Source: an optimization exercise on an open RTL-to-GDS flow (aim: small area, a short achievable clock period and few clock cycles). Production flows keep margins and buffers that such runs may drop. In this exercise RTL edits were held to simulation tests only and were not proved equivalent to the original. No driver is modelled on the clock port, so clocking that relies on it looks cheaper here than on a real chip. Power figures rest on the tool's default switching activity, not on a simulated workload.

===== design/flow/config.mk =====
export PLATFORM = sky130hd
export DESIGN_NAME = tce
export DESIGN_NICKNAME = tce
export VERILOG_FILES = /design/flow/design.v
export SDC_FILE = /design/flow/constraint.sdc
export NUM_CORES = 4
export LEC_CHECK = 0
export ABC_AREA = 1
export CAP_MARGIN = 20
export CORE_MARGIN = 2
export CORE_UTILIZATION = 55
export SLEW_MARGIN = 20

===== design/flow/constraint.sdc =====
create_clock -name core_clock -period 32.0 [get_ports {clk}]
set_input_delay 6.4000 -clock core_clock [delete_from_list [all_inputs] [get_ports {clk}]]
set_output_delay 6.4000 -clock core_clock [all_outputs]
set_load 0.01 [all_outputs]

===== design/flow/standard.sh =====
#!/bin/bash
# synth_recipe.tcl (not shown) runs the flow's synth.tcl, then flattens the netlist and writes it again
# the make line also repeats each setting of config.mk as NAME=value (left out here)
make -C /OpenROAD-flow-scripts/flow DESIGN_CONFIG=/design/flow/config.mk WORK_HOME=/design/flow/orfs CLKGATE_MAP_FILE= SYNTH_SCRIPT=/design/flow/synth_recipe.tcl "${@:-finish}"

===== design/flow/flow/run.sh =====
#!/bin/bash
# Standard ORFS layout, tuned for a short achieved clock period:
#  - after CTS the delay cells ORFS puts on the ports are replaced by plain
#    buffers and setup is repaired against a ~14 ns target (flow/tune.tcl);
#  - the global-route stage's repair_timing then aims at a setup slack of
#    17.5 ns against the 32 ns clock, using global-route parasitics.
# Each tool's output goes to its own log in this folder.
set -euo pipefail
bash standard.sh cts > std_to_cts.log 2>&1
export RESULTS="$PWD/orfs/results/${FLOW_PLATFORM}/tce/base"
openroad -no_init -exit flow/tune.tcl > tune.log 2>&1
SETUP_SLACK_MARGIN=17.5 bash standard.sh > std_finish.log 2>&1
test -f out/final.def

===== design/flow/design.v =====
module tce (
  input  wire        clk,
  input  wire        rst,
  input  wire [4:0]  bus_addr,
  input  wire        bus_wr,
  input  wire        bus_rd,
  input  wire [31:0] bus_wdata,
  output reg  [31:0] bus_rdata,
  output wire        busy
);
  localparam [4:0] A_ID       = 5'd0,  A_CMD      = 5'd1,  A_STATUS   = 5'd2,
                   A_SEQ_IN   = 5'd3,  A_RES_M_LO = 5'd4,  A_RES_M_HI = 5'd5,
                   A_RES_E    = 5'd6,  A_TOL_M    = 5'd7,  A_OPT_CTL  = 5'd8,
                   A_TCR_V    = 5'd9,  A_R_STATE  = 5'd16, A_SPEC_OHM = 5'd17,
                   A_SPEC_TOL = 5'd18, A_SPEC_MIN = 5'd19, A_SPEC_MAX = 5'd20,
                   A_NORM_OUT = 5'd21, A_Q_OUT    = 5'd22;
  localparam [31:0] ID_VALUE = 32'h5453_0007;
  localparam E_CMD = 2, E_COUNT = 3, E_COLOR = 4, E_TOL = 5, E_TCR = 6,
             E_NOTREP = 7, E_MISSTOL = 8, E_NOLAYOUT = 9, E_BOUNDS = 10,
             E_NORES = 11, E_UNDEF = 12;
  localparam [3:0] C_NOP = 4'd0, C_CON = 4'd1, C_DET = 4'd2, C_WC = 4'd3,
                   C_NORM = 4'd4, C_ILL = 4'd15;    
  reg [26:0] seq_in;
  reg [63:0] res_m;
  reg [15:0] res_e;
  reg [31:0] tol_m;
  reg [9:0]  opt_ctl;
  reg [31:0] tcr_v;
  reg        r_valid;
  reg [2:0]  r_count;
  reg [23:0] r_band;
  reg [9:0]  r_ohm;          
  reg [19:0] r_p;            
  reg [20:0] r_t;
  reg        nr_v;           
  reg [7:0]  nr_x;
  reg [1:0]  nr_len;
  reg [11:0] nr_dig;
  reg        qr_v;           
  reg        qr_neg;
  reg [9:0]  qr_lo;
  reg        st_busy;
  reg        st_ok;
  reg [12:2] st_err;
  reg        st_busywr;
  reg [2:0]  st_errpos;
  reg [3:0]  pend_op;
  reg [3:0]  pend_sym;
  reg [2:0]  pend_pos;
  reg [2:0]  pend_cnt;
  reg [63:0] cm;             
  reg [4:0]  ck;
  assign busy = st_busy;
  function [15:0] cell_mask(input [2:0] pos, input [2:0] cnt);
    begin
      cell_mask = 16'h0000;
      case (cnt)
        3'd1: if (pos == 0) cell_mask = 16'h0001;
        3'd3: case (pos)
                3'd0: cell_mask = 16'h03FE;
                3'd1: cell_mask = 16'h03FF;
                3'd2: cell_mask = 16'h1FFF;
                default: cell_mask = 16'h0000;
              endcase
        3'd4: case (pos)
                3'd0: cell_mask = 16'h03FE;
                3'd1: cell_mask = 16'h03FF;
                3'd2: cell_mask = 16'h1FFF;
                3'd3: cell_mask = 16'h0DFE;
                default: cell_mask = 16'h0000;
              endcase
        3'd5: case (pos)
                3'd0: cell_mask = 16'h03FE;
                3'd1: cell_mask = 16'h03FF;
                3'd2: cell_mask = 16'h03FF;
                3'd3: cell_mask = 16'h1FFF;
                3'd4: cell_mask = 16'h0DFE;
                default: cell_mask = 16'h0000;
              endcase
        3'd6: case (pos)
                3'd0: cell_mask = 16'h03FE;
                3'd1: cell_mask = 16'h03FF;
                3'd2: cell_mask = 16'h03FF;
                3'd3: cell_mask = 16'h1FFF;
                3'd4: cell_mask = 16'h0DFE;
                3'd5: cell_mask = 16'h01FF;
                default: cell_mask = 16'h0000;
              endcase
        default: cell_mask = 16'h0000;
      endcase
    end
  endfunction
  function legal(input [3:0] s, input [2:0] pos, input [2:0] cnt);
    reg [15:0] m;
    begin
      m = cell_mask(pos, cnt);
      legal = m[s];
    end
  endfunction
  function [11:0] tol_bp_of(input [3:0] s);
    begin
      case (s)
        4'd1:  tol_bp_of = 12'd100;
        4'd2:  tol_bp_of = 12'd200;
        4'd3:  tol_bp_of = 12'd5;
        4'd4:  tol_bp_of = 12'd2;
        4'd5:  tol_bp_of = 12'd50;
        4'd6:  tol_bp_of = 12'd25;
        4'd7:  tol_bp_of = 12'd10;
        4'd8:  tol_bp_of = 12'd1;
        4'd10: tol_bp_of = 12'd500;
        4'd11: tol_bp_of = 12'd1000;
        default: tol_bp_of = 12'd0;
      endcase
    end
  endfunction
  function [7:0] tcr_of(input [3:0] s);
    begin
      case (s)
        4'd0: tcr_of = 8'd250;
        4'd1: tcr_of = 8'd100;
        4'd2: tcr_of = 8'd50;
        4'd3: tcr_of = 8'd15;
        4'd4: tcr_of = 8'd25;
        4'd5: tcr_of = 8'd20;
        4'd6: tcr_of = 8'd10;
        4'd7: tcr_of = 8'd5;
        4'd8: tcr_of = 8'd1;
        default: tcr_of = 8'd0;
      endcase
    end
  endfunction
  function [7:0] digexp_of(input [3:0] s);
    begin
      case (s)
        4'd10: digexp_of = 8'hFF;
        4'd11: digexp_of = 8'hFE;
        4'd12: digexp_of = 8'hFD;
        default: digexp_of = {4'd0, s};
      endcase
    end
  endfunction
  function [3:0] sym_of_exp(input [4:0] x);
    begin
      if (!x[4]) sym_of_exp = x[3:0];
      else if (x == 5'h1F) sym_of_exp = 4'd10;
      else if (x == 5'h1E) sym_of_exp = 4'd11;
      else sym_of_exp = 4'd12;
    end
  endfunction
  function [4:0] sym_of_tcr(input [31:0] p);
    begin
      case (p)
        32'd250: sym_of_tcr = {1'b1, 4'd0};
        32'd100: sym_of_tcr = {1'b1, 4'd1};
        32'd50:  sym_of_tcr = {1'b1, 4'd2};
        32'd15:  sym_of_tcr = {1'b1, 4'd3};
        32'd25:  sym_of_tcr = {1'b1, 4'd4};
        32'd20:  sym_of_tcr = {1'b1, 4'd5};
        32'd10:  sym_of_tcr = {1'b1, 4'd6};
        32'd5:   sym_of_tcr = {1'b1, 4'd7};
        32'd1:   sym_of_tcr = {1'b1, 4'd8};
        default: sym_of_tcr = {1'b0, 4'd0};
      endcase
    end
  endfunction
  wire [3:0] b0 = r_band[3:0];
  wire [3:0] b1 = r_band[7:4];
  wire [3:0] b2 = r_band[11:8];
  wire [3:0] b3 = r_band[15:12];
  wire [3:0] b4 = r_band[19:16];
  wire [3:0] b5 = r_band[23:20];
  reg  [7:0]  ohm_e;
  reg  [11:0] spec_tol_bp;
  reg         tcr_some;
  reg  [7:0]  tcr_ppm;
  always @* begin
    ohm_e       = 8'd0;
    spec_tol_bp = 12'd2000;
    tcr_some    = 1'b0;
    tcr_ppm     = 8'd0;
    case (r_count)
      3'd3: ohm_e = digexp_of(b2);
      3'd4: begin
        ohm_e       = digexp_of(b2);
        spec_tol_bp = tol_bp_of(b3);
      end
      3'd5: begin
        ohm_e       = digexp_of(b3);
        spec_tol_bp = tol_bp_of(b4);
      end
      3'd6: begin
        ohm_e       = digexp_of(b3);
        spec_tol_bp = tol_bp_of(b4);
        tcr_some    = 1'b1;
        tcr_ppm     = tcr_of(b5);
      end
      default: ;
    endcase
  end
  wire [7:0]  bnd_e  = ohm_e - 8'd4;
  wire [23:0] r_min  = {r_p, 4'd0} - {3'd0, r_t};
  wire [23:0] r_max  = {r_p, 4'd0} + {3'd0, r_t};
  wire [31:0] r_state_v  = r_valid ? {1'b1, 4'd0, r_count, r_band} : 32'd0;
  wire [31:0] spec_ohm_v = r_valid ? {1'b1, 7'd0, ohm_e, 6'd0, r_ohm} : 32'd0;
  wire [31:0] spec_tol_v = r_valid ? {1'b1, 6'd0, tcr_some, tcr_ppm, 4'd0, spec_tol_bp} : 32'd0;
  wire [31:0] spec_min_v = r_valid ? {bnd_e, r_min} : 32'd0;
  wire [31:0] spec_max_v = r_valid ? {bnd_e, r_max} : 32'd0;
  wire [31:0] status_v = {13'd0, st_errpos, 2'd0, st_busywr, st_err, st_ok, st_busy};
  always @* begin
    case (bus_addr)
      A_ID:       bus_rdata = ID_VALUE;
      A_STATUS:   bus_rdata = status_v;
      A_SEQ_IN:   bus_rdata = {5'd0, seq_in};
      A_RES_M_LO: bus_rdata = res_m[31:0];
      A_RES_M_HI: bus_rdata = res_m[63:32];
      A_RES_E:    bus_rdata = {16'd0, res_e};
      A_TOL_M:    bus_rdata = tol_m;
      A_OPT_CTL:  bus_rdata = {22'd0, opt_ctl};
      A_TCR_V:    bus_rdata = tcr_v;
      A_R_STATE:  bus_rdata = r_state_v;
      A_SPEC_OHM: bus_rdata = spec_ohm_v;
      A_SPEC_TOL: bus_rdata = spec_tol_v;
      A_SPEC_MIN: bus_rdata = spec_min_v;
      A_SPEC_MAX: bus_rdata = spec_max_v;
      A_NORM_OUT: bus_rdata = nr_v ? {1'b1, 7'd0, nr_x, 2'd0, nr_len, nr_dig} : 32'd0;
      A_Q_OUT:    bus_rdata = qr_v ? {1'b1, 15'd0, {6{qr_neg}}, qr_lo} : 32'd0;
      default:    bus_rdata = 32'd0;
    endcase
  end
  wire [62:0] cx = cm[63:1];
  reg  [63:0] cq;
  reg  [4:0]  cc, cn;
  integer     j;
  always @* begin
    cc = 5'b00001;
    for (j = 0; j < 63; j = j + 1) begin
      cq[j] = cx[j] ^ (cc[1] | cc[3]);
      cn[0] = cx[j] ? cc[1] : cc[0];
      cn[1] = cx[j] ? cc[3] : cc[2];
      cn[2] = cx[j] ? cc[0] : cc[4];
      cn[3] = cx[j] ? cc[2] : cc[1];
      cn[4] = cx[j] ? cc[4] : cc[3];
      cc = cn;
    end
    cq[63] = 1'b0;
  end
  wire c_step = !cm[0] && cc[0] && (cm != 64'd0);
  wire [9:0]  c10   = cm[9:0];
  wire        c_hi0 = (cm[63:10] == 54'd0);
  wire        c_z   = c_hi0 && (c10 == 10'd0);
  wire        c_l10 = c_hi0 && (c10 < 10'd10);
  wire        c_l100 = c_hi0 && (c10 < 10'd100);
  wire        c_l1000 = c_hi0 && (c10 < 10'd1000);
  reg [11:0] bcd;
  integer    d;
  always @* begin
    bcd = 12'd0;
    for (d = 9; d >= 0; d = d - 1) begin
      if (bcd[3:0]  >= 4'd5) bcd[3:0]  = bcd[3:0]  + 4'd3;
      if (bcd[7:4]  >= 4'd5) bcd[7:4]  = bcd[7:4]  + 4'd3;
      if (bcd[11:8] >= 4'd5) bcd[11:8] = bcd[11:8] + 4'd3;
      bcd = {bcd[10:0], c10[d]};
    end
  end
  wire [3:0] dh = bcd[11:8], dt = bcd[7:4], du = bcd[3:0];
  wire signed [17:0] ce = {{2{res_e[15]}}, res_e} + {13'd0, ck};
  reg        n_ok;
  reg [1:0]  n_len;
  reg [3:0]  n_d0, n_d1, n_d2;
  reg signed [17:0] n_x;
  always @* begin
    n_ok  = 1'b0;
    n_len = 2'd0;
    n_d0  = 4'd0;
    n_d1  = 4'd0;
    n_d2  = 4'd0;
    n_x   = 18'sd0;
    if (c_z) begin
      n_ok  = 1'b1;
      n_len = 2'd1;
    end else if (c_l1000) begin
      if (c_l10) begin
        n_d0 = du;
        if (ce >= 11) begin n_len = 2'd3; n_x = ce - 2; end
        else          begin n_len = 2'd2; n_x = ce - 1; end
      end else if (c_l100) begin
        n_d0 = dt;
        n_d1 = du;
        if (ce >= 10) begin n_len = 2'd3; n_x = ce - 1; end
        else          begin n_len = 2'd2; n_x = ce;     end
      end else begin
        n_d0  = dh;
        n_d1  = dt;
        n_d2  = du;
        n_len = 2'd3;
        n_x   = ce;
      end
      n_ok = (n_x >= -3) && (n_x <= 9);
    end
  end
  reg        t_m;
  reg [1:0]  t_a;       
  reg [3:0]  t_k;
  reg [31:0] t_p10;
  integer    tk;
  always @* begin
    t_m = 1'b0;
    t_a = 2'd0;
    t_k = 4'd0;
    t_p10 = 32'd1;
    for (tk = 0; tk < 10; tk = tk + 1) begin
      if (tol_m == t_p10)            begin t_m = 1'b1; t_a = 2'd0; t_k = tk; end
      if (tol_m == t_p10 * 2)        begin t_m = 1'b1; t_a = 2'd1; t_k = tk; end
      if (tk < 9 && tol_m == t_p10 * 5)  begin t_m = 1'b1; t_a = 2'd2; t_k = tk; end
      if (tk < 9 && tol_m == t_p10 * 25) begin t_m = 1'b1; t_a = 2'd3; t_k = tk; end
      t_p10 = t_p10 * 10;
    end
  end
  wire [9:0] t_p = {{2{opt_ctl[7]}}, opt_ctl[7:0]} + {6'd0, t_k} + 10'd2;
  reg       tol_def;
  reg [3:0] tol_sym;
  always @* begin
    tol_def = 1'b0;
    tol_sym = 4'd0;
    if (t_m && t_p[9:2] == 8'd0) begin
      case ({t_a, t_p[1:0]})
        4'b00_00: begin tol_def = 1'b1; tol_sym = 4'd8;  end   
        4'b00_01: begin tol_def = 1'b1; tol_sym = 4'd7;  end   
        4'b00_10: begin tol_def = 1'b1; tol_sym = 4'd1;  end   
        4'b00_11: begin tol_def = 1'b1; tol_sym = 4'd11; end   
        4'b01_00: begin tol_def = 1'b1; tol_sym = 4'd4;  end   
        4'b01_10: begin tol_def = 1'b1; tol_sym = 4'd2;  end   
        4'b10_00: begin tol_def = 1'b1; tol_sym = 4'd3;  end   
        4'b10_01: begin tol_def = 1'b1; tol_sym = 4'd5;  end   
        4'b10_10: begin tol_def = 1'b1; tol_sym = 4'd10; end   
        4'b11_00: begin tol_def = 1'b1; tol_sym = 4'd6;  end   
        default: ;
      endcase
    end
  end
  wire [4:0] tcr_lu  = sym_of_tcr(tcr_v);
  wire       tcr_def = tcr_lu[4];
  wire [3:0] tcr_sym = tcr_lu[3:0];
  wire [3:0] sym = pend_sym;
  wire [2:0] pos = pend_pos;
  wire [7:0] sym_de = digexp_of(sym);
  reg        x_ok;
  reg [12:2] x_err;
  reg [2:0]  x_pos;
  reg        x_wr_r;
  reg [2:0]  x_count;
  reg [23:0] x_band;
  reg        x_wr_norm;
  reg        x_wr_q;
  reg        x_q_neg;
  reg [9:0]  x_q_lo;
  reg [2:0]  c_len;
  reg [23:0] c_band;
  reg        c_fail;
  reg [2:0]  c_fpos;
  reg        t_pres, p_pres;
  integer    i;
  always @* begin
    x_ok      = 1'b0;
    x_err     = 11'd0;
    x_pos     = 3'd0;
    x_wr_r    = 1'b0;
    x_count   = 3'd0;
    x_band    = 24'd0;
    x_wr_norm = 1'b0;
    x_wr_q    = 1'b0;
    x_q_neg   = 1'b0;
    x_q_lo    = 10'd0;
    c_len     = 3'd0;
    c_band    = 24'd0;
    c_fail    = 1'b0;
    c_fpos    = 3'd0;
    t_pres    = opt_ctl[8];
    p_pres    = opt_ctl[9];
    case (pend_op)
      C_NOP: x_ok = 1'b1;
      C_CON: begin
        c_len = seq_in[26:24];
        if (c_len != 3'd1 && c_len != 3'd3 && c_len != 3'd4 &&
            c_len != 3'd5 && c_len != 3'd6) begin
          x_err[E_COUNT] = 1'b1;
        end else begin
          for (i = 5; i >= 0; i = i - 1) begin
            if (i < c_len) begin
              c_band[4*i +: 4] = seq_in[4*i +: 4];
              if (!legal(seq_in[4*i +: 4], i[2:0], c_len)) begin
                c_fail = 1'b1;
                c_fpos = i[2:0];
              end
            end
          end
          if (c_fail) begin
            x_err[E_COLOR] = 1'b1;
            x_pos = c_fpos;
          end else begin
            x_ok    = 1'b1;
            x_wr_r  = 1'b1;
            x_count = c_len;
            x_band  = c_band;
          end
        end
      end
      C_DET: begin
        if (t_pres && !tol_def) x_err[E_TOL]    = 1'b1;
        if (p_pres && !tcr_def) x_err[E_TCR]    = 1'b1;
        if (!n_ok)              x_err[E_NOTREP] = 1'b1;
        if (x_err == 11'd0) begin
          case (n_len)
            2'd1: begin
              if (!t_pres && !p_pres) begin
                x_count = 3'd1;
                x_band  = 24'd0;
              end else x_err[E_NOLAYOUT] = 1'b1;
            end
            2'd2: begin
              if (!t_pres && !p_pres) begin
                x_count = 3'd3;
                x_band  = {12'd0, sym_of_exp(n_x[4:0]), n_d1, n_d0};
              end else if (t_pres && !p_pres) begin
                x_count = 3'd4;
                x_band  = {8'd0, tol_sym, sym_of_exp(n_x[4:0]), n_d1, n_d0};
              end else if (t_pres && p_pres) begin
                if (n_x == -3) x_err[E_NOTREP] = 1'b1;
                else begin
                  x_count = 3'd6;
                  x_band  = {tcr_sym, tol_sym, sym_of_exp(n_x[4:0] - 5'd1), 4'd0, n_d1, n_d0};
                end
              end else x_err[E_NOLAYOUT] = 1'b1;
            end
            default: begin
              if (t_pres && !p_pres) begin
                x_count = 3'd5;
                x_band  = {4'd0, tol_sym, sym_of_exp(n_x[4:0]), n_d2, n_d1, n_d0};
              end else if (t_pres && p_pres) begin
                x_count = 3'd6;
                x_band  = {tcr_sym, tol_sym, sym_of_exp(n_x[4:0]), n_d2, n_d1, n_d0};
              end else if (!t_pres && !p_pres) x_err[E_MISSTOL] = 1'b1;
              else x_err[E_NOLAYOUT] = 1'b1;
            end
          endcase
          if (x_err == 11'd0) begin
            x_ok   = 1'b1;
            x_wr_r = 1'b1;
          end
        end
      end
      C_WC: begin
        if (!r_valid) x_err[E_NORES] = 1'b1;
        else if (pos >= r_count) x_err[E_BOUNDS] = 1'b1;
        else if (!legal(sym, pos, r_count)) begin
          x_err[E_COLOR] = 1'b1;
          x_pos = pos;
        end else begin
          c_band = r_band;
          c_band[4*pos +: 4] = sym;
          x_ok    = 1'b1;
          x_wr_r  = 1'b1;
          x_count = r_count;
          x_band  = c_band;
        end
      end
      C_NORM: begin
        x_wr_norm = 1'b1;
        if (n_ok) x_ok = 1'b1;
        else x_err[E_NOTREP] = 1'b1;
      end
      4'd8: begin    
        x_wr_q = 1'b1;
        if (sym <= 4'd9) begin x_ok = 1'b1; x_q_lo = {6'd0, sym}; end
        else x_err[E_UNDEF] = 1'b1;
      end
      4'd9: begin    
        x_wr_q = 1'b1;
        if (sym <= 4'd12) begin
          x_ok = 1'b1; x_q_neg = sym_de[7]; x_q_lo = {{2{sym_de[7]}}, sym_de};
        end else x_err[E_UNDEF] = 1'b1;
      end
      4'd10: begin   
        x_wr_q = 1'b1;
        if (tol_bp_of(sym) != 12'd0) begin x_ok = 1'b1; x_q_lo = tol_bp_of(sym); end
        else x_err[E_UNDEF] = 1'b1;
      end
      4'd11: begin   
        x_wr_q = 1'b1;
        if (tcr_of(sym) != 8'd0) begin x_ok = 1'b1; x_q_lo = {2'd0, tcr_of(sym)}; end
        else x_err[E_UNDEF] = 1'b1;
      end
      4'd12: begin   
        x_wr_q = 1'b1;
        if (tol_def) begin x_ok = 1'b1; x_q_lo = {6'd0, tol_sym}; end
        else x_err[E_UNDEF] = 1'b1;
      end
      4'd13: begin   
        x_wr_q = 1'b1;
        if (tcr_def) begin x_ok = 1'b1; x_q_lo = {6'd0, tcr_sym}; end
        else x_err[E_UNDEF] = 1'b1;
      end
      4'd14: begin   
        x_wr_q = 1'b1;
        x_ok   = 1'b1;
        x_q_lo = {9'd0, legal(sym, pos, pend_cnt)};
      end
      default: x_err[E_CMD] = 1'b1;
    endcase
  end
  reg  [23:0] nb;
  reg  [2:0]  ncnt;
  always @* begin
    if (pend_op == C_CON) begin
      nb   = seq_in[23:0];
      ncnt = seq_in[26:24];
    end else begin
      nb   = r_band;
      nb[4*pos +: 4] = sym;
      ncnt = r_count;
    end
  end
  function [9:0] ohm_of(input [11:0] d, input [2:0] cnt);
    begin
      case (cnt)
        3'd3, 3'd4: ohm_of = 10 * d[3:0] + d[7:4];
        3'd5, 3'd6: ohm_of = 100 * d[3:0] + 10 * d[7:4] + d[11:8];
        default:    ohm_of = 10'd0;
      endcase
    end
  endfunction
  wire       det3  = (n_len == 2'd3) || (opt_ctl[8] && opt_ctl[9]);
  wire [9:0] c_x10  = {c10[6:0], 3'd0} + {c10[8:0], 1'b0};
  wire [9:0] c_x100 = {c10[3:0], 6'd0} + {c10[4:0], 5'd0} + {c10[7:0], 2'd0};
  reg  [9:0] det_ohm;
  always @* begin
    if (c_z)         det_ohm = 10'd0;
    else if (c_l10)  det_ohm = det3 ? c_x100 : c_x10;
    else if (c_l100) det_ohm = det3 ? c_x10 : c10;
    else             det_ohm = c10;
  end
  wire [9:0] n_ohm  = (pend_op == C_DET) ? det_ohm : ohm_of(nb[11:0], ncnt);
  wire [3:0] n_tsym = (pend_op == C_DET) ? tol_sym : ((ncnt == 3'd4) ? nb[15:12] : nb[19:16]);
  wire       n_tnone = (pend_op == C_DET) ? !opt_ctl[8] : (ncnt == 3'd3);
  reg [2:0] tp;
  reg [1:0] tq;
  always @* begin
    if (n_tnone) {tp, tq} = {3'd4, 2'd3};
    else case (n_tsym)
      4'd8:  {tp, tq} = {3'd0, 2'd0};    
      4'd4:  {tp, tq} = {3'd1, 2'd0};    
      4'd3:  {tp, tq} = {3'd0, 2'd1};    
      4'd7:  {tp, tq} = {3'd1, 2'd1};    
      4'd6:  {tp, tq} = {3'd0, 2'd2};    
      4'd5:  {tp, tq} = {3'd1, 2'd2};    
      4'd1:  {tp, tq} = {3'd2, 2'd2};    
      4'd2:  {tp, tq} = {3'd3, 2'd2};    
      4'd10: {tp, tq} = {3'd2, 2'd3};    
      default: {tp, tq} = {3'd3, 2'd3};  
    endcase
  end
  function [19:0] times5(input [19:0] x);
    reg [19:0] y;
    reg        cy;
    integer    b;
    begin
      y  = x << 2;
      cy = 1'b0;
      for (b = 0; b < 20; b = b + 1) begin
        times5[b] = x[b] ^ y[b] ^ cy;
        cy = (x[b] & y[b]) | (cy & (x[b] ^ y[b]));
      end
    end
  endfunction
  wire [19:0] a1 = times5({10'd0, n_ohm});
  wire [19:0] a2 = times5(a1);
  wire [19:0] a3 = times5(a2);
  wire [19:0] a4 = times5(a3);
  reg  [16:0] t5;
  always @* begin
    case (tq)
      2'd0: t5 = {7'd0, n_ohm};
      2'd1: t5 = a1[16:0];
      2'd2: t5 = a2[16:0];
      default: t5 = a3[16:0];
    endcase
  end
  wire [20:0] n_t = {4'd0, t5} << tp;
  wire [31:0] w = bus_wdata;
  reg  [3:0]  w_op;
  always @* begin
    case (w[7:0])
      8'h00: w_op = (w[31:8]  == 24'd0) ? C_NOP  : C_ILL;
      8'h01: w_op = (w[31:8]  == 24'd0) ? C_CON  : C_ILL;
      8'h02: w_op = (w[31:8]  == 24'd0) ? C_DET  : C_ILL;
      8'h03: w_op = (w[31:15] == 17'd0) ? C_WC   : C_ILL;
      8'h04: w_op = (w[31:8]  == 24'd0) ? C_NORM : C_ILL;
      8'h10, 8'h11, 8'h12, 8'h13:
             w_op = (w[31:12] == 20'd0) ? {1'b1, w[2:0]} : C_ILL;
      8'h14, 8'h15:
             w_op = (w[31:8]  == 24'd0) ? {1'b1, w[2:0]} : C_ILL;
      8'h16: w_op = (w[31:19] == 13'd0 && !w[15]) ? 4'd14 : C_ILL;
      default: w_op = C_ILL;
    endcase
  end
  wire wr_op_reg = bus_wr && (bus_addr == A_CMD ||
                              (bus_addr >= A_SEQ_IN && bus_addr <= A_TCR_V));
  wire idle_wr   = bus_wr && !st_busy;
  wire res_cmd   = (pend_op == C_DET) || (pend_op == C_NORM);
  wire commit    = st_busy && !(res_cmd && c_step);
  wire [31:0] wz  = rst ? 32'd0 : bus_wdata;
  wire [15:0] wdec = 16'd1 << bus_addr[3:0];
  wire        wv  = idle_wr && !bus_addr[4];
  always @(posedge clk) begin
    if (rst | (wv & wdec[A_SEQ_IN]))   seq_in       <= wz[26:0];
    if (rst | (wv & wdec[A_RES_M_LO])) res_m[31:0]  <= wz;
    if (rst | (wv & wdec[A_RES_M_HI])) res_m[63:32] <= wz;
    if (rst | (wv & wdec[A_RES_E]))    res_e        <= wz[15:0];
    if (rst | (wv & wdec[A_TOL_M]))    tol_m        <= wz;
    if (rst | (wv & wdec[A_OPT_CTL]))  opt_ctl      <= wz[9:0];
    if (rst | (wv & wdec[A_TCR_V]))    tcr_v        <= wz;
    if (rst | (wv & wdec[A_RES_M_LO])) begin
      cm <= {rst ? 32'd0 : res_m[63:32], wz};
      ck <= 5'd0;
    end else if (wv & wdec[A_RES_M_HI]) begin
      cm <= {bus_wdata, res_m[31:0]};
      ck <= 5'd0;
    end else if (c_step) begin
      cm <= cq;
      ck <= ck + 5'd1;
    end
    if (wv & wdec[A_CMD]) begin
      pend_op  <= w_op;
      pend_sym <= w[11:8];
      pend_pos <= w[14:12];
      pend_cnt <= w[18:16];
    end
    if (rst) begin
      st_busy   <= 1'b0;
      st_ok     <= 1'b0;
      st_err    <= 11'd0;
      st_errpos <= 3'd0;
    end else if (wv & wdec[A_CMD]) begin
      st_busy   <= 1'b1;
      st_ok     <= 1'b0;
      st_err    <= 11'd0;
      st_errpos <= 3'd0;
    end else if (commit) begin
      st_busy   <= 1'b0;
      st_ok     <= x_ok;
      st_err    <= x_err;
      st_errpos <= x_pos;
    end
    if (rst)
      st_busywr <= 1'b0;
    else if (wr_op_reg && st_busy)
      st_busywr <= 1'b1;
    else if (bus_wr && bus_addr == A_STATUS && bus_wdata[13])
      st_busywr <= 1'b0;
    if (rst)
      r_valid <= 1'b0;
    else if (commit && x_wr_r)
      r_valid <= 1'b1;
    if (commit && x_wr_r) begin
      r_count <= x_count;
      r_band  <= x_band;
      r_ohm   <= n_ohm;
      r_p     <= a4;
      r_t     <= n_t;
    end
    if (rst)
      nr_v <= 1'b0;
    else if (commit && x_wr_norm)
      nr_v <= n_ok;
    if (commit && x_wr_norm) begin
      nr_x   <= n_x[7:0];
      nr_len <= n_len;
      nr_dig <= {n_d2, n_d1, n_d0};
    end
    if (rst)
      qr_v <= 1'b0;
    else if (commit && x_wr_q)
      qr_v <= x_ok;
    if (commit && x_wr_q) begin
      qr_neg <= x_q_neg;
      qr_lo  <= x_q_lo;
    end
  end
endmodule

===== design/flow/flow/tune.tcl =====
# Post-CTS timing tune: replace the delay cells ORFS puts on the ports with
# plain buffers, then repair setup with a margin, then legalise.
set plat $::env(FLOW_HOME)/platforms/$::env(FLOW_PLATFORM)
read_liberty $plat/lib/sky130_fd_sc_hd__tt_025C_1v80.lib
read_db $::env(RESULTS)/4_cts.odb
read_sdc $::env(RESULTS)/4_cts.sdc
source $plat/setRC.tcl
set_dont_use [list sky130_fd_sc_hd__probe_p_8 sky130_fd_sc_hd__probec_p_8 \
  sky130_fd_sc_hd__lpflow_* sky130_fd_sc_hd__clkdlybuf4s*]
estimate_parasitics -placement
report_worst_slack
report_design_area
set n 0
foreach inst [get_cells -filter "ref_name =~ sky130_fd_sc_hd__clkdlybuf4s*"] {
  set nm [get_full_name $inst]
  if {[string match input* $nm] || [string match output* $nm]} {
    replace_cell $inst sky130_fd_sc_hd__buf_2
    incr n
  }
}
puts "port buffers replaced: $n"
estimate_parasitics -placement
repair_design -slew_margin 20 -cap_margin 20
repair_timing -setup -setup_margin 18 -skip_pin_swap
detailed_placement
check_placement
estimate_parasitics -placement
report_worst_slack
report_design_area
write_db $::env(RESULTS)/4_cts.odb

==> flow_summary.toml, run 1 <==
[run_status]
outcome = "finished clean"

[timing]
max_slew_margin_pct = 12.0
finalSetupTns_ns = 0
fin_ws_ns = 17.17
slew_viol_final = 0
finClkSkew_ns = 0.0257
finalSetupViolations = 0
worst_pin_slew_ns = 1.32
fmax_ghz = 0.0674
rsz0062_at_grt = "true"
period_share_pct = 46.3
layout_min_cycle_time_ns = 14.83
report.final.hold_viol_count = 0

[final_layout]
final_cell_mix = "nand2_1 (744), inv_1 (712), nand3_1 (712), nor2_1 (442), edfxtp_1 (368)"
drive_above_1_share_pct = 11.9
fin_area_sq_um = 42300
nNetsFinal = 5375
area_growth_pct = 13.9
fill_cells = 5971
final_common_cell = "nand2_1"

[placed_design]
pre_cts_slack_ns = 15.07
placed_area_sq_um = 38600
dpl.hpwl_microns = 121000
numPortBuffers = 72
place_congestion = 1.06

[clocking]
clock_latency_ns = 0.63
cts_sinks = 439
ctsHoldBuffers = 0
htreeDepth = 2
cts_root_buf = "clkbuf_16"
clockBufferDepth = 3
numCtsBuffers = 48
cts_tree = "done"
clk_pin_slew_worst_paths_ns = 0.06

[synthesis]
synth_flop_cell = "edfxtp_1"
yosys_warnings = 1
synth-edff-count = 368
ys_ff_latch = 439
async_reset_ff_share_pct = 0
ys_seq_area_share_pct = 33.6
avgSynthCellArea_sq_um = 7.57
synth_cell_type_count = 71
syn_area_sq_um = 37100
syn_inst = 4905
synth_fp_nets = 5199

[floorplan]
rows = 95
die_y_microns = 264
die-area_sq_um = 69600
coreArea_sq_um = 67000
die_w_microns = 264
ios = 74
start_util_pct = 55.4

[critical_path]
arrival_ns = 8.43
crit_start = "bus_addr[0]"
required_ns = 25.60
path_class = "primary input to output pin"
start_kind = "primary input"
crit_fanout = 8
reg2reg_from = "pend_pos[0]$_DFFE_PP_"
end_kind = "output pin"

[grt]
track_usage_pct = 43.4
antenna_found_initial = 5
grt_pass1_wl_microns = 225000
first_global_vias = 35300
grt_max_degree = 76
gr-total-overflow = 0

[worst_hold_path]
hold_path_class = "register to register"
hold_start = "ck[0]$_SDFFE_PP0P_"

[flow_run]
drv_cap = 0

[route]
dr.pass1.iters = 7
routed_via_density = 6.50
wl_per_cell_microns = 25.8
dr.first_iter.drc_count = 5863
wirelength_microns = 155000
drcViolationCount = 0
via_count = 39000
final_antenna_net_count = 0

[power]
p_leak_nw = 18.2
ir_drop_mv = 0.521
cellPowerDensity_nw_per_um2 = 110
==> logic make-up after synthesis <==
kind of cell	count (synthesis)	share of synthesized area [%]
XOR/XNOR	105	2.48
buffers and inverters	876	9.59
flip-flops	439	33.6
AND/OR/NAND/NOR	2327	28.9
multiplexers	3	0.0808
AO/OA/AOI/OAI	902	15.5
adder cells (fa/ha/maj)	253	9.80
==> power breakdown <==
part	internal (mW)	leakage, nW	switching [mW]	total, mW
Sequential	0.755	4.12	0.116	0.870
Combinational	1.00	13.2	2.18	3.18
Clock	0.333	0.789	0.251	0.584
Total	2.09	18.2	2.55	4.63
==> stage by stage <==
step | cells | hold WS (ns) | util, % | total power [mW]
after global routing | 5991 | 0.486 | 63.1 | 5.03
after CTS | 5866 | 0.477 | 60.0 | 4.55
final | 5994 | 0.476 | 63.1 | 4.63
after floorplan | 4905 | 0.443 | - | 3.16
after global placement | 5778 | 0.454 | 57.6 | 3.89
after detailed placement | 5779 | 0.466 | 57.6 | 3.97
==> worst max-delay path, stage by stage <==
cell and delay [ns]:
buf_12 0.12, inv_6 0.07, nor2_2 0.05, inv_2 0.07
nor2_4 0.04, inv_2 0.06, nor2_4 0.06, buf_12 0.13
clkinvlp_4 0.19, buf_6 0.13, nor2_2 0.03, a221oi_2 0.19
o2111ai_1 0.16, a221oi_2 0.39, nand2_1 0.16, buf_2 0.17
==> timing repair <==
item / CTS / global route
setup endpoints to repair: 0 / 35
gates resized for setup: 0 / 80
setup buffers: 0 / 21
==> synth_stat cells, types with 78 or more instances <==
master | number | area share, %
clkbuf_1 | 78 | 0.79
nor3_1 | 95 | 1.3
nand4_1 | 89 | 1.5
edfxtp_1 | 368 | 30
a21oi_1 | 184 | 2.5
nor2_1 | 479 | 4.8
o21ai_0 | 263 | 3.5
nand2_1 | 757 | 7.7
inv_1 | 733 | 7.4
ha_1 | 190 | 6.4
xor2_1 | 85 | 2.0
nand3_1 | 722 | 9.7
==> routing by layer <==
layer  routed length [microns]  vias up  global-route usage, %
li1                          -    17500                      -
met1                     60700    18200                   58.8
met2                     63200     2633                   62.8
met3                     20000      539                   11.9
met4                     10900        8                   23.8
met5                       148        -                   1.11
==> worst paths after layout <==
path,cells past startpoint,slack [ns],to
setup / recovery,16,17.17,bus_rdata[0]
hold / removal,1,0.48,ck[0]$_SDFFE_PP0P_
setup reg to reg,40,18.07,r_p[18]$_DFFE_PN_
hold reg to reg,1,0.48,ck[0]$_SDFFE_PP0P_
==> cell type report <==
type	instances	area (sq um)	area share [%]
sequential	439	12500	29.5
tap	873	1090	2.58
clock inverter	21	233	0.550
inverter	762	2950	6.97
antenna	3	7.51	0.0177
timing repair buffer	239	1710	4.04
multi-input combinational	3590	22500	53.1
clock buffer	66	1370	3.24
timing repair inverter	1	6.26	0.0148
Testbench counts, summed over its fixed seeds: cycles 171,953.
==> run 2, diff against run 1 <==
==> design/flow/flow/run.sh (replaced) <==
#!/bin/bash
# Standard ORFS layout, tuned for a short achieved clock period:
#  - after CTS the delay cells ORFS puts on the ports are replaced by plain
#    buffers and setup is repaired against a ~15 ns target (flow/tune.tcl);
#  - the global-route stage's repair_timing then aims at a setup slack of
#    17 ns against the 32 ns clock, using global-route parasitics.
# Each tool's output goes to its own log in this folder.
set -euo pipefail
bash standard.sh cts > std_to_cts.log 2>&1
export RESULTS="$PWD/orfs/results/${FLOW_PLATFORM}/tce/base"
openroad -no_init -exit flow/tune.tcl > tune.log 2>&1
SETUP_SLACK_MARGIN=17 bash standard.sh > std_finish.log 2>&1
test -f out/final.def
--- a/design/flow/flow/tune.tcl
+++ b/design/flow/flow/tune.tcl
@@ -21,7 +21,7 @@
 puts "port buffers replaced: $n"
 estimate_parasitics -placement
 repair_design -slew_margin 20 -cap_margin 20
-repair_timing -setup -setup_margin 18 -skip_pin_swap
+repair_timing -setup -setup_margin 17 -skip_pin_swap
 detailed_placement
 check_placement
 estimate_parasitics -placement
==> run 2 against run 1 <==
Highest routed layer unchanged. Core utilization down 2.1 points. Sequential share of layout area up 1.0 points. Critical path depth down 1. Clock-buffer cell count unchanged. Still clean on timing, DRC and antenna. Largest cell class unchanged. Setup slack worse by 0.32 ns. Global-route usage down 0.86 points. Sequential power about the same. Register-to-register slack worse by 0.48 ns. Via count down 0.99%.
==> flow_summary.toml, run 2 <==
[synthesis]
syn_area_sq_um = 37100
synth_fp_nets = 5199
synth_cell_type_count = 71
ys_seq_area_share_pct = 33.6
avgSynthCellArea_sq_um = 7.57
ys_ff_latch = 439
synth_top_area_share_pct = 29.8
synth_most_common_cell = "nand2_1"
yosys_warnings = 1
synth_common_cells = "nand2_1 (757), inv_1 (733), nand3_1 (722)"
async_reset_ff_share_pct = 0
synth-edff-count = 368
yosysTopAreaCell = "edfxtp_1"
synthTopCellsByArea = "edfxtp_1 (30%), nand3_1 (9.7%), nand2_1 (7.7%)"
synth_flop_cell = "edfxtp_1"
syn_inst = 4905

[timing]
fmax_ghz = 0.0660
worst_pin_slew_ns = 1.35
finalSetupTns_ns = 0
slew_viol_final = 0
report.final.hold_viol_count = 0
timing.hold.ws_ns = 0.481
layout_min_cycle_time_ns = 15.15
rsz0062_at_grt = "true"
period_share_pct = 47.3
max_slew_margin_pct = 9.82
finalSetupViolations = 0
finClkSkew_ns = 0.0200

[clocking]
cts_sinks = 439
htreeDepth = 2
clock_latency_ns = 0.62
cts_root_buf = "clkbuf_16"
numCtsBuffers = 48
clk_pin_slew_worst_paths_ns = 0.07
clockBufferDepth = 3
cts_tree = "done"

[route]
routed_via_density = 6.50
dr.pass1.iters = 7
dr.first_iter.drc_count = 5709
wirelength_microns = 152000
final_antenna_net_count = 0
via_count = 38600
wl_per_cell_microns = 25.6
drcViolationCount = 0

[grt]
gr-total-overflow = 0
grt_pass1_wl_microns = 221000
antenna_found_initial = 11
first_global_vias = 34600
grt_max_degree = 76
track_usage_pct = 42.5

[power]
p_leak_nw = 17.6
comb_power_share_pct = 68.6
switching_power_mw = 2.53
ir_drop_mv = 0.509
internal_power_mw = 2.08
seqPwrFrac_pct = 18.8
cellPowerDensity_nw_per_um2 = 113
power_frac_clock_pct = 12.6
p_sw_share_pct = 54.9

[final_layout]
area_growth_pct = 10.1
drive_above_1_share_pct = 9.12
final_cell_mix = "nand2_1 (750), inv_1 (722), nand3_1 (718), nor2_1 (456), edfxtp_1 (368)"
final_common_cell = "nand2_1"
fin_area_sq_um = 40900
fill_cells = 6208
nNetsFinal = 5313
fin_util_pct = 61.0

[placed_design]
dpl.hpwl_microns = 121000
place_congestion = 1.06
numPortBuffers = 72
placed_area_sq_um = 38600

[critical_path]
arrival_ns = 8.75
end_kind = "output pin"
start_kind = "primary input"
crit_fanout = 8
path_class = "primary input to output pin"
required_ns = 25.60

[floorplan]
start_util_pct = 55.4
die-area_sq_um = 69600
coreArea_sq_um = 67000
ios = 74
die_w_microns = 264
die_y_microns = 264
rows = 95

[worst_hold_path]
hold_path_class = "register to register"

[run_status]
outcome = "finished clean"

[flow_run]
drv_cap = 0
==> run 2: cell types whose count changed in the layout (fill, tap and decap cells not counted), sizes merged <==
cell,before,now
clkbuf,73,69
inv,739,738
clkinv,27,28
buf,232,174
diode,3,9
==> run 2: area by class of cell <==
cell class	count	area [sq um]	share of cell area [%]
Antenna cell	9	22.5	0.0551
Clock buffer	66	1370	3.35
Clock inverter	21	233	0.569
Inverter	762	2910	7.12
Multi-Input combinational cell	3590	21700	52.9
Sequential cell	439	12500	30.5
Tap cell	873	1090	2.67
Timing Repair Buffer	177	1140	2.78
Timing Repair inverter	1	7.51	0.0184
==> run 2: logic make-up after synthesis <==
kind of cell    after synthesis  share of synthesized area, %
compound gates              902                          15.5
xor+xnor                    105                          2.48
fa+ha+maj                   253                          9.80
buf+inv                     876                          9.59
flops                       439                          33.6
mux                           3                        0.0808
simple gates               2327                          28.9
==> run 2: routing by layer <==
layer	GRT usage (%)	vias to the layer above	share of wire [%]
met5	0	-	0.041
met4	23.0	10	6.7
met3	10.5	505	13
met1	58.6	18000	39
li1	-	17400	-
met2	61.5	2618	41
==> run 2: power by group through the flow <==
stage | Sequential (mW) | Combinational [mW] | Clock, mW
2_1_floorplan | 0.819 | 2.34 | 0
3_3_place_gp | 0.875 | 3.01 | 0
3_5_place_dp | 0.874 | 3.09 | 0
4_1_cts | 0.863 | 3.11 | 0.581
5_1_grt | 0.878 | 3.54 | 0.601
6_report | 0.869 | 3.16 | 0.581
==> run 2: path summary, 6_finish.rpt <==
| kind | depth (start not counted) | slack, ns | start | to |
|---|---|---|---|---|
| worst max-delay path | 15 | 16.85 | bus_addr[3] | bus_rdata[3] |
| worst min-delay path | 2 | 0.48 | st_err[10]$_SDFFE_PP0P_ | st_err[10]$_SDFFE_PP0P_ |
| worst max register to register | 40 | 17.59 | pend_pos[0]$_DFFE_PP_ | r_p[18]$_DFFE_PN_ |
| worst min register to register | 2 | 0.48 | st_err[10]$_SDFFE_PP0P_ | st_err[10]$_SDFFE_PP0P_ |
==> run 2: worst max-delay path, stage by stage <==
cell and delay, ns:
buf_2 0.17, inv_1 0.07, nand2_1 0.10, inv_2 0.06
nand3_2 0.07, nor2_1 0.06, buf_6 0.13, clkinvlp_4 0.19
buf_4 0.15, buf_1 0.11, buf_1 0.16, o21ai_2 0.11
a221oi_1 0.34, nand4_1 0.36, buf_2 0.26
==> run 2: through the flow <==
stage / power (mW) / worst slack (ns) / instances
floorplan: 3.16 / 17.36 / 4905
global placement: 3.89 / 15.13 / 5778
detailed placement: 3.97 / 15.07 / 5779
CTS: 4.55 / 15.06 / 5866
global route: 5.02 / 16.93 / 5930
finish: 4.61 / 16.85 / 5938
==> run 2: repair_timing <==
item / 4_1_cts / 5_1_grt
hold buffers: 0 / 0
buffers inserted: 0 / 25
gates resized for setup: 0 / 87
endpoints found under the setup margin: 0 / 36
==> run 3, diff against run 2 <==
--- a/design/flow/config.mk
+++ b/design/flow/config.mk
@@ -9,4 +9,6 @@
 export CAP_MARGIN = 20
 export CORE_MARGIN = 2
 export CORE_UTILIZATION = 55
+export CTS_BUF_LIST = sky130_fd_sc_hd__clkbuf_4 sky130_fd_sc_hd__clkbuf_8
+export CTS_CLUSTER_SIZE = 20
 export SLEW_MARGIN = 20
==> run 3 against run 2 <==
Critical endpoint is now bus_rdata[29]. First-iteration DRC count increased by 6.2%. Synthesized area unchanged. Core utilization is 0.26 points higher. Register-to-register slack got worse by 0.02 ns. Flip-flop and latch count unchanged.
==> flow_summary.toml, run 3 <==
[synthesis]
synth_common_cells = "nand2_1 (757), inv_1 (733), nand3_1 (722)"
synth_compound_area_share_pct = 15.5
synth_flop_cell = "edfxtp_1"
synth_adder_area_share_pct = 9.80
syn_inst = 4905
ys_ff_latch = 439
avgSynthCellArea_sq_um = 7.57
synthTopCellsByArea = "edfxtp_1 (30%), nand3_1 (9.7%), nand2_1 (7.7%)"
synth_cell_type_count = 71
synth_most_common_cell = "nand2_1"
async_reset_ff_share_pct = 0
yosys-mux-area-fraction_pct = 0.0808
synth_top_family_by_area = "simple AND/OR/NAND/NOR gates"
syn_area_sq_um = 37100
ys_seq_area_share_pct = 33.6
yosysTopAreaCell = "edfxtp_1"
synth-edff-count = 368
synth-simple-area-share_pct = 28.9
synth_fp_nets = 5199
yosys_warnings = 1
synth-xor-area-share_pct = 2.48
synth_top_area_share_pct = 29.8

[power]
ir_drop_mv = 0.538
cellPowerDensity_nw_per_um2 = 113
p_total_mw = 4.66
p_leak_nw = 17.8

[final_layout]
final_common_cell = "nand2_1"
drive_above_1_share_pct = 10.1
fin_util_pct = 61.3
nNetsFinal = 5342
fill_cells = 6195
final_cell_mix = "nand2_1 (752), inv_1 (721), nand3_1 (719), nor2_1 (454), edfxtp_1 (368)"
seqCellArea_sq_um = 12500
area_growth_pct = 10.6
multi_input_area_sq_um = 21600

[worst_hold_path]
hold_path_class = "register to register"
hold_end = "st_err[10]$_SDFFE_PP0P_"
hold_start = "st_err[10]$_SDFFE_PP0P_"
holdPathStages = 2

[placed_design]
place_congestion = 1.06
numPortBuffers = 72
pre_cts_slack_ns = 15.07
dpl.hpwl_microns = 121000

[route]
final_antenna_net_count = 0
via_count = 38800
dr.pass1.iters = 10
wirelength_microns = 153000
routed_via_density = 6.47
dr.first_iter.drc_count = 6064
drcViolationCount = 0
wl_per_cell_microns = 25.6

[timing]
finalSetupTns_ns = 0
worst_pin_slew_ns = 1.28
period_share_pct = 47.0
finClkSkew_ns = 0.0359
report.final.hold_viol_count = 0
fmax_ghz = 0.0664
rsz0062_at_grt = "true"
slew_viol_final = 0
timing.hold.ws_ns = 0.482
finalSetupViolations = 0
fin_ws_ns = 16.95
max_slew_margin_pct = 14.1
layout_min_cycle_time_ns = 15.05

[critical_path]
r2r_cells = 40
reg2reg_from = "pend_pos[0]$_DFFE_PP_"
r2r_slack_ns = 17.57
crit_fanout = 7
worstReg2RegEnd = "r_p[18]$_DFFE_PN_"
arrival_ns = 8.65
end_kind = "output pin"
path_class = "primary input to output pin"
required_ns = 25.60
start_kind = "primary input"

[floorplan]
rows = 95
die-area_sq_um = 69600
die_w_microns = 264
ios = 74
die_y_microns = 264
coreArea_sq_um = 67000
start_util_pct = 55.4

[flow_run]
drv_cap = 0

[grt]
antenna_found_initial = 9
first_global_vias = 34900
gr-total-overflow = 0
track_usage_pct = 42.9
grt_pass1_wl_microns = 222000
grt_max_degree = 76

[clocking]
numCtsBuffers = 79
cts_sinks = 439
htreeDepth = 3
clk_pin_slew_worst_paths_ns = 0.07
clockBufferDepth = 3
cts_root_buf = "clkbuf_8"
clock_latency_ns = 0.70
ctsHoldBuffers = 0
cts_tree = "done"

[run_status]
outcome = "finished clean"
[run 3: worst max path at each step]
stage / to / slack [ns] / cells after the start / startpoint
2_1_floorplan: bus_rdata[13] / 17.36 / 9 / bus_addr[2]
3_3_place_gp: bus_rdata[23] / 15.13 / 13 / bus_addr[3]
3_5_place_dp: bus_rdata[23] / 15.07 / 13 / bus_addr[3]
4_1_cts: bus_rdata[23] / 15.05 / 13 / bus_addr[3]
5_1_grt: bus_rdata[12] / 16.91 / 14 / bus_addr[0]
6_report: bus_rdata[29] / 16.95 / 14 / bus_addr[2]
[run 3: what timing repair did]
item	CTS	global route
endpoints found under the setup margin	0	34
resized for setup	0	80
buffers inserted	0	23
[run 3: cell type report]
cell class | count | area share, %
repair buffers | 175 | 2.79
repair inverters | 1 | 0.0183
clock inverters | 36 | 1.01
inverters | 762 | 7.09
diodes | 11 | 0.0670
flip-flops and latches | 439 | 30.4
well taps | 873 | 2.66
clock buffers | 109 | 3.30
multi-input cells | 3590 | 52.7
[run 3: kinds of logic (layout without fill, tap and decap cells)]
kind of cell,after synthesis,after routing
and+or+nand+nor,2327,2327
other,0,11
xor gates and xnor gates,105,105
muxes,3,3
buffers and inverters,876,1083
adders and majority gates,253,253
AOI/OAI and AO/OA,902,902
DFF,439,439
[run 3: report_power, final]
group | internal [mW] | leakage [nW] | total [mW] | switching [mW]
Combinational | 0.995 | 12.7 | 3.18 | 2.18
Sequential | 0.755 | 4.12 | 0.870 | 0.115
Clock | 0.350 | 0.927 | 0.613 | 0.264
Total | 2.10 | 17.8 | 4.66 | 2.56
[run 3: per-stage QoR]
stage / area [sq um] / instances
global placement: 38600 / 5778
floorplan: 37100 / 4905
detailed placement: 38600 / 5779
global route: 41000 / 5987
finish: 41100 / 5996
CTS: 40400 / 5924
[run 3: routing by layer]
metal,part of all wire (%),track usage (%),vias up
met1,39,58.4,18100
met5,0.027,0,-
met3,13,11.6,538
met4,6.7,24.7,8
met2,41,61.2,2679
li1,-,-,17500
[run 3: critical path: stages]
cell and delay (ns):
buf_2 0.13, nor2_2 0.15, inv_1 0.07, nor3_1 0.14, inv_1 0.13, nor2_1 0.16, buf_6 0.17, clkinvlp_4 0.21
nand2_2 0.18, inv_1 0.16, nor2_2 0.17, nand2_1 0.20, o2111ai_2 0.19, buf_2 0.18
==> run 4, diff against run 3 <==
==> design/flow/flow/run.sh (replaced) <==
#!/bin/bash
# Standard ORFS layout, tuned for a short achieved clock period:
#  - after CTS the delay cells ORFS puts on the ports are replaced by plain
#    buffers and setup is repaired against a ~15.5 ns target (flow/tune.tcl);
#  - the global-route stage's repair_timing then aims at a setup slack of
#    16.5 ns against the 32 ns clock, using global-route parasitics.
# Each tool's output goes to its own log in this folder.
set -euo pipefail
bash standard.sh cts > std_to_cts.log 2>&1
export RESULTS="$PWD/orfs/results/${FLOW_PLATFORM}/tce/base"
openroad -no_init -exit flow/tune.tcl > tune.log 2>&1
SETUP_SLACK_MARGIN=16.5 bash standard.sh > std_finish.log 2>&1
test -f out/final.def
--- a/design/flow/flow/tune.tcl
+++ b/design/flow/flow/tune.tcl
@@ -21,7 +21,7 @@
 puts "port buffers replaced: $n"
 estimate_parasitics -placement
 repair_design -slew_margin 20 -cap_margin 20
-repair_timing -setup -setup_margin 17 -skip_pin_swap
+repair_timing -setup -setup_margin 16.5 -skip_pin_swap
 detailed_placement
 check_placement
 estimate_parasitics -placement
--- a/design/flow/config.mk
+++ b/design/flow/config.mk
@@ -9,6 +9,4 @@
 export CAP_MARGIN = 20
 export CORE_MARGIN = 2
 export CORE_UTILIZATION = 55
-export CTS_BUF_LIST = sky130_fd_sc_hd__clkbuf_4 sky130_fd_sc_hd__clkbuf_8
-export CTS_CLUSTER_SIZE = 20
 export SLEW_MARGIN = 20
==> run 4 against run 3 <==
Flip-flop and latch count stayed put. Final cell count is 1.8% lower. Die area stayed put. Clock power is 5.1% lower. Setup slack worse by 0.48 ns. Worst hold slack worse by 0.0040 ns. Clock-buffer cell count is 43 lower. Critical path depth is 3 lower. Critical endpoint is now bus_rdata[21].
==> flow_summary.toml, run 4 <==
[run_status]
outcome = "finished clean"

[final_layout]
drive_above_1_share_pct = 7.39
multi_input_area_sq_um = 21300
nNetsFinal = 5265
fill_cells = 6314
final_common_cell = "nand2_1"
final_cell_mix = "nand2_1 (755), inv_1 (731), nand3_1 (721), nor2_1 (462), edfxtp_1 (368)"
stdcell_count = 5886
fin_util_pct = 59.9
area_growth_pct = 8.08
seqCellArea_sq_um = 12500

[power]
seqPwrFrac_pct = 18.8
switching_power_mw = 2.54
cellPowerDensity_nw_per_um2 = 115
internal_power_mw = 2.08
ir_drop_mv = 0.534
comb_power_share_pct = 68.6
p_sw_share_pct = 55.0
p_leak_nw = 17.3
power_frac_clock_pct = 12.6

[synthesis]
yosysTopAreaCell = "edfxtp_1"
yosys_warnings = 1
synth_top_area_share_pct = 29.8
ys_ff_latch = 439
avgSynthCellArea_sq_um = 7.57
async_reset_ff_share_pct = 0
syn_area_sq_um = 37100
synth_flop_cell = "edfxtp_1"
syn_inst = 4905
synthTopCellsByArea = "edfxtp_1 (30%), nand3_1 (9.7%), nand2_1 (7.7%)"
synth_most_common_cell = "nand2_1"
synth_cell_type_count = 71
synth_common_cells = "nand2_1 (757), inv_1 (733), nand3_1 (722)"
synth_fp_nets = 5199
ys_seq_area_share_pct = 33.6
synth-edff-count = 368

[grt]
grt_max_degree = 76
grt_pass1_wl_microns = 220000
gr-total-overflow = 0
antenna_found_initial = 10
track_usage_pct = 42.4
first_global_vias = 34400

[worst_hold_path]
hold_path_class = "register to register"

[route]
wirelength_microns = 151000
drcViolationCount = 0
routed_via_density = 6.52
final_antenna_net_count = 0
via_count = 38400
dr.pass1.iters = 8
dr.first_iter.drc_count = 5713
wl_per_cell_microns = 25.7

[critical_path]
crit_fanout = 12
slowest_stage = "o2111ai_1"
required_ns = 25.60
end_kind = "output pin"
crit_chain = "buf_2, inv_1, nor2_1, buf_4, inv_1, nor2_4, clkinvlp_4, o2111ai_1, a221oi_1, o221ai_1, buf_2"
arrival_ns = 9.13
start_kind = "primary input"
crit_family = "buffers and inverters"
path_class = "primary input to output pin"
max_stage_delay_ns = 0.52
crit_buf_inv = 6

[timing]
period_share_pct = 48.5
layout_min_cycle_time_ns = 15.53
worst_pin_slew_ns = 1.33
rsz0062_at_grt = "false"
finalSetupTns_ns = 0
slew_viol_final = 0
fin_ws_ns = 16.47
timing.hold.ws_ns = 0.478
finalSetupViolations = 0
max_slew_margin_pct = 11.1
report.final.hold_viol_count = 0
fmax_ghz = 0.0644
finClkSkew_ns = 0.0220

[floorplan]
die-area_sq_um = 69600
die_w_microns = 264
coreArea_sq_um = 67000
ios = 74
start_util_pct = 55.4
die_y_microns = 264
rows = 95

[placed_design]
dpl.hpwl_microns = 121000
place_inst = 5779
place_congestion = 1.06
numPortBuffers = 72
pre_cts_slack_ns = 15.07

[clocking]
cts_root_buf = "clkbuf_16"
cts_sinks = 439
cts_tree = "done"
numCtsBuffers = 48
clockBufferDepth = 3
clock_latency_ns = 0.62
ctsHoldBuffers = 0
clk_pin_slew_worst_paths_ns = 0.07
htreeDepth = 2

[flow_run]
drv_cap = 0
-- run 4: cell counts after synthesis --
No cell type changed its count.
-- run 4: worst register-to-register path: cells and delay by family (launching register included) --
| kind | cells | cell delay, ns |
|---|---|---|
| simple gates | 15 | 2.60 |
| fa+ha+maj | 23 | 8.78 |
| xor+xnor | 1 | 0.45 |
| buf+inv | 9 | 1.04 |
| compound gates | 5 | 1.18 |
| flops | 1 | 0.48 |
-- run 4: cells by family (layout without fill, tap and decap cells) --
family | Yosys count | after routing | share of synthesized area [%]
compound gates | 902 | 902 | 15.5
flops | 439 | 439 | 33.6
xor+xnor | 105 | 105 | 2.48
buf+inv | 876 | 979 | 9.59
other cells | 0 | 5 | 0
mux | 3 | 3 | 0.0808
simple gates | 2327 | 2327 | 28.9
fa+ha+maj | 253 | 253 | 9.80
-- run 4: path summary, 6_finish.rpt --
| check | cells past startpoint | to | slack [ns] | startpoint |
|---|---|---|---|---|
| max | 11 | bus_rdata[21] | 16.47 | bus_addr[4] |
| min | 2 | st_err[10]$_SDFFE_PP0P_ | 0.48 | st_err[10]$_SDFFE_PP0P_ |
| max reg2reg | 53 | r_p[19]$_DFFE_PN_ | 17.10 | res_e[0]$_DFFE_PP_ |
| min reg2reg | 2 | st_err[10]$_SDFFE_PP0P_ | 0.48 | st_err[10]$_SDFFE_PP0P_ |
-- run 4: timing repair --
item                       4_1_cts  5_1_grt
resized for setup                0       22
setup buffers                    0       10
hold endpoints to repair         0        0
setup endpoints to repair        0       22
-- run 4: power groups by stage --
stage	Sequential [mW]	Clock [mW]	Combinational [mW]
2_1_floorplan	0.819	0	2.34
3_3_place_gp	0.875	0	3.01
3_5_place_dp	0.874	0	3.09
4_1_cts	0.863	0.581	3.11
5_1_grt	0.877	0.600	3.54
6_report	0.869	0.582	3.17
-- run 4: cell type report --
| cell class | instances | share of cell area (%) |
|---|---|---|
| antenna | 5 | 0.0312 |
| clock buffer | 66 | 3.41 |
| clock inverter | 21 | 0.580 |
| inverter | 762 | 7.19 |
| multi-input combinational | 3590 | 53.0 |
| sequential | 439 | 31.1 |
| tap | 873 | 2.72 |
| timing repair buffer | 130 | 2.00 |
-- run 4: routing by layer --
metal  wire [microns]  GRT usage (%)  up-vias
met2            61800           61.2     2591
met1            59900           58.4    18000
met4            10300           23.1        8
met5               40              0        -
met3            19100           10.3      498
li1                 -              -    17300
-- run 4: through the flow --
stage                     power [mW]  cell area (sq um)
after global placement          3.89              38600
after detailed placement        3.97              38600
after global routing            5.02              40100
after floorplan                 3.16              37100
final                           4.62              40100
after CTS                       4.55              40200

## port drivers added, routing unchanged
The results above use ideal ports. As a check the final layouts listed here were re-extracted and re-timed, cells and wires unchanged.
Step 1 sets driving cells, clkbuf_16 on the clock port and buf_2 on the other inputs (assumed; they add their load-dependent delay and slew).
Step 2, shift: input delay + t, output delay - t, t = (earliest + latest rising clock arrival at the registers) / 2. This alone moves slack from input paths to output paths.
Three values: no drivers, after step 1, after step 2; two values: the first two.
| run | t (ns) | setup slack, ns | hold slack, ns | clock arrival spread, ns | worst slew at a driven data input, ns |
|---|---|---|---|---|---|
| run 1 | 0.685 | 17.171 / 17.054 / 17.054 | 0.476 / 0.476 / 0.476 | 0.026 / 0.026 | 0.15 |
| run 2 | 0.674 | 16.852 / 16.820 / 16.820 | 0.481 / 0.481 / 0.481 | 0.020 / 0.020 | 0.11 |
| run 3 | 0.756 | 16.950 / 16.871 / 16.871 | 0.482 / 0.482 / 0.482 | 0.036 / 0.036 | 0.11 |
| run 4 | 0.680 | 16.466 / 16.351 / 16.351 | 0.478 / 0.478 / 0.478 | 0.023 / 0.023 | 0.11 |
After both steps setup and hold are still met in every run listed. The setup slack of run 1, which loses most, moves by -0.117 ns with the drivers and by -0.117 ns with both steps.
